This design comes from an exercise in tuning for small area, a short achievable clock period and few clock cycles per item on the open sky130 flow, not from production work. Where RTL was checked, it was by simulation tests only, not by an equivalence proof against the original. No activity file was given, so power comes from the tool's default toggle rates.

Design ring_monitor, start of the top module:
module ring_monitor #(
    parameter integer N    = 64,
    parameter integer IDXW = 6       
) (
    input  wire            clk,
    input  wire            rst,            
    input  wire            ev_valid,
    output wire            ev_ready,
    input  wire [3:0]      ev_code,
    input  wire            ev_party,       
    input  wire            ev_ring,        
    input  wire [7:0]      ev_index,       
    output reg             done,
    output wire            done_ok,        
    output reg  [IDXW:0]   done_count,     
    output reg             sig_rx,         
    output reg             rx_int_enable,  
    output reg             tx_kick,        
    output reg             reclaim_valid,  
    output wire [IDXW-1:0] reclaim_idx,
    output reg  [6:0]      viol,
    output reg  [15:0]     err_cnt
);
Settings: LEC_CHECK=0, CAP_MARGIN=20, CORE_MARGIN=2, CORE_UTILIZATION=40, PLACE_DENSITY=0.6, SLEW_MARGIN=20, BUFFER_PORTS_ARGS=-buffer_cell sky130_fd_sc_hd__buf_1, SETUP_SLACK_MARGIN=5.4, CTS_ARGS=-sink_clustering_enable -repair_clock_nets -dont_use_dummy_load -buf_list sky130_fd_sc_hd__clkbuf_8; clock period 8.0 ns.
standard.sh (not shown) runs the stock make flow with config.mk's settings and CLKGATE_MAP_FILE= SYNTH_SCRIPT=/design/flow/synth_recipe.tcl, a recipe that flattens the netlist after the stock synthesis.
==> flow/flow/run.sh <==
#!/bin/bash
# Own layout flow: the standard layout (standard.sh), with two settings added to config.mk:
#  - port buffers of a plain buffer cell (sky130_fd_sc_hd__buf_2) instead of the delay buffer
#    the resizer picks by default; every input and output port still gets its own buffer;
#  - a larger setup slack margin for repair_timing, so that it aims at a shorter period.
# The clock period, constraints, synthesis, floorplan, power grid and tap cells are unchanged.
set -euo pipefail
cat >> config.mk <<'EOC'
export BUFFER_PORTS_ARGS = -buffer_cell sky130_fd_sc_hd__buf_1
export SETUP_SLACK_MARGIN = 5.4
export CTS_ARGS = -sink_clustering_enable -repair_clock_nets -dont_use_dummy_load -buf_list sky130_fd_sc_hd__clkbuf_8
EOC
bash standard.sh > standard.log 2>&1
Then changed:
--- a/flow/design.v
+++ b/flow/design.v
@@ -36,15 +36,15 @@
     localparam integer V_SW_NOT_OWNER   = 2;
     localparam integer V_TX_UNRECLAIMED = 3;
     localparam integer V_NOT_ALLOCATED  = 4;
     localparam integer V_DOUBLE_ALLOC   = 5;
     localparam integer V_BAD_EVENT      = 6;
     localparam [IDXW-1:0] CUR0 = {IDXW{1'b1}};
     reg             v1;
-    reg  [10:0]     ev1;        
+    reg  [3:0]      code1;
     reg             party1;
     reg             ring1;
     reg  [IDXW-1:0] idx1;       
     reg             bad1;       
     reg             alloc;
     reg             rx_int_en;
     reg  [IDXW-1:0] rx_cur;     
@@ -76,23 +76,23 @@
     wire [IDXW-1:0] rx_cur_inc  = rx_cur + 1'b1;
     wire [IDXW-1:0] tx_comp_inc = tx_comp + 1'b1;
     wire [IDXW-1:0] ia   = ring1 ? hw_tx   : rx_cur;
     wire [IDXW-1:0] ib   = ring1 ? tx_prod : hw_rx;
     wire            iw   = ring1 ? d_wrap  : rx_wrap;
     wire            in_iv = (idx1 > ia) ^ (idx1 > ib) ^ iw;
     wire            owner = ring1 ? in_iv : !in_iv;
-    wire            under1  = ev1[EV_TX_UNDERRUN];
+    wire            under1  = (code1 == EV_TX_UNDERRUN);
     wire [IDXW-1:0] s_end   = (!idle ? umode : under1) ? tx_prod : hw_tx;
     wire            s_last  = (tx_comp_inc == s_end);
     always @(posedge clk) begin
         rst_q <= rst;
         begin
             if (ev_ready) begin
                 v1     <= ev_valid;
-                ev1    <= (ev_code > EV_ACCESS) ? 11'h400 : (11'h1 << ev_code);
+                code1  <= ev_code;
                 party1 <= ev_party;
                 ring1  <= ev_ring;
                 idx1   <= ev_index[IDXW-1:0];
                 bad1   <= (ev_index[7:IDXW] != 0);
             end
             done          <= 1'b0;
             sig_rx        <= 1'b0;
@@ -118,24 +118,24 @@
                         end else begin
                             done <= 1'b1;
                             idle <= 1'b1;
                         end
                     end
                 end
             end else if (go) begin
-                if (ev1[10]) begin
+                if (code1 > EV_ACCESS) begin
                     viol[V_BAD_EVENT] <= 1'b1;
                     done <= 1'b1;
-                end else if (!alloc && !ev1[EV_RING_ALLOC]) begin
+                end else if (!alloc && code1 != EV_RING_ALLOC) begin
                     viol[V_NOT_ALLOCATED] <= 1'b1;
                     done_count <= {(IDXW+1){1'b0}};
                     done <= 1'b1;
                 end else begin
-                    case (1'b1)
-                    ev1[EV_RING_ALLOC]: begin
+                    case (code1)
+                    EV_RING_ALLOC: begin
                         if (alloc) begin
                             viol[V_DOUBLE_ALLOC] <= 1'b1;
                         end else begin
                             rx_cur    <= CUR0;
                             hw_rx     <= CUR0;
                             rx_wrap   <= 1'b0;
                             tx_comp   <= CUR0;
@@ -144,93 +144,93 @@
                             c_wrap    <= 1'b0;
                             d_wrap    <= 1'b0;
                             rx_int_en <= 1'b1;
                             alloc     <= 1'b1;
                         end
                         done <= 1'b1;
                     end
-                    ev1[EV_RING_FREE]: begin
+                    EV_RING_FREE: begin
                         alloc     <= 1'b0;
                         rx_int_en <= 1'b0;
                         done      <= 1'b1;
                     end
-                    ev1[EV_RX_HW_COMPLETE]: begin
+                    EV_RX_HW_COMPLETE: begin
                         if (!rx_all) begin
                             hw_rx   <= hw_rx + 1'b1;
                             if (&hw_rx) rx_wrap <= 1'b1;
                             if (rx_int_en) begin
                                 rx_int_en <= 1'b0;
                                 sig_rx    <= 1'b1;
                             end
                         end else begin
                             viol[V_HW_NOT_OWNER] <= 1'b1;
                         end
                         done <= 1'b1;
                     end
-                    ev1[EV_RX_ADVANCE]: begin
+                    EV_RX_ADVANCE: begin
                         if (rx_none) begin
                             viol[V_SW_NOT_OWNER] <= 1'b1;
                         end else begin
                             rx_cur  <= rx_cur_inc;
                             if (&rx_cur) rx_wrap <= 1'b0;
                             if (rx_cur_inc == hw_rx) begin
                                 rx_int_en     <= 1'b1;
                                 rx_int_enable <= 1'b1;
                             end else begin
                                 sig_rx <= 1'b1;
                             end
                         end
                         done <= 1'b1;
                     end
-                    ev1[EV_TX_SUBMIT]: begin
+                    EV_TX_SUBMIT: begin
                         if (d_all) begin
                         end else if (o_full) begin
                             viol[V_TX_UNRECLAIMED] <= 1'b1;
                         end else begin
                             tx_prod <= tx_prod + 1'b1;
                             if (&tx_prod) d_wrap <= 1'b1;
                             tx_kick <= 1'b1;
                         end
                         done <= 1'b1;
                     end
-                    ev1[EV_TX_HW_COMPLETE]: begin
+                    EV_TX_HW_COMPLETE: begin
                         if (!d_none) begin
                             hw_tx  <= hw_tx + 1'b1;
                             if (&hw_tx) begin
                                 d_wrap <= 1'b0;
                                 c_wrap <= 1'b1;
                             end
                         end else begin
                             viol[V_HW_NOT_OWNER] <= 1'b1;
                         end
                         done <= 1'b1;
                     end
-                    ev1[EV_TX_DRAIN]: begin
+                    EV_TX_DRAIN: begin
                         done_count <= {{IDXW{1'b0}}, !c_none};
                         c_wrap     <= 1'b0;
                         if (c_none) begin
                             done <= 1'b1;
                         end else begin
                             reclaim_valid <= 1'b1;
                             tx_comp       <= tx_comp_inc;
                             umode         <= 1'b0;
                             ufin          <= 1'b0;
                             if (s_last) done <= 1'b1;
                             else        idle <= 1'b0;
                         end
                     end
-                    ev1[EV_RX_OVERRUN]: begin
+                    EV_RX_OVERRUN: begin
                         rx_cur    <= CUR0;
                         hw_rx     <= CUR0;
                         rx_wrap   <= 1'b0;
                         rx_int_en <= 1'b1;
                         err_cnt   <= err_cnt + 16'd1;
                         done      <= 1'b1;
                     end
-                    ev1[EV_TX_UNDERRUN]: begin
+                    EV_TX_UNDERRUN: begin
                         err_cnt <= err_cnt + 16'd1;
                         if (o_eq && !o_full) begin
                             tx_comp <= CUR0;
                             hw_tx   <= CUR0;
                             tx_prod <= CUR0;
                             c_wrap  <= 1'b0;
                             d_wrap  <= 1'b0;
Outcome: The new run finished clean. Clock skew goes down by 0.0061 ns. Utilization rises by 1.6 points. Non-clock buffer count grows by 11. Power fell by 5.6%. Wire length went down by 5.1%. Synthesized cell count shrinks by 4.5%.
Testbench counts after the change, summed over its fixed seeds: cycles 35,524, events 32,000.
The RTL of the first run of this note was laid out without a check of its function.

## re-timing with driven ports
The results above use ideal ports. As a check the final layouts listed here were re-extracted and re-timed, cells and wires unchanged.
Step 1 assumes that a clkbuf_16 drives the clock port and a buf_2 every other input.
Step 2 also shifts input and output timing later by t, the mid clock arrival at the registers, as if the neighbouring blocks saw the same clock.
a / b / c = no drivers / after step 1 / after step 2; a / b = the first two.
run	t, ns	setup WS [ns]	worst slew at a driven data input, ns	cell pins on the clock port's net
the first run	0.409	5.379 / 5.343 / 5.393	0.03	1
the second run	0.402	5.424 / 5.388 / 5.316	0.03	1
After both steps every run listed still meets setup and hold. For the second run, which loses most, drivers alone change the setup slack by -0.036 ns; drivers and shift together by -0.108 ns.
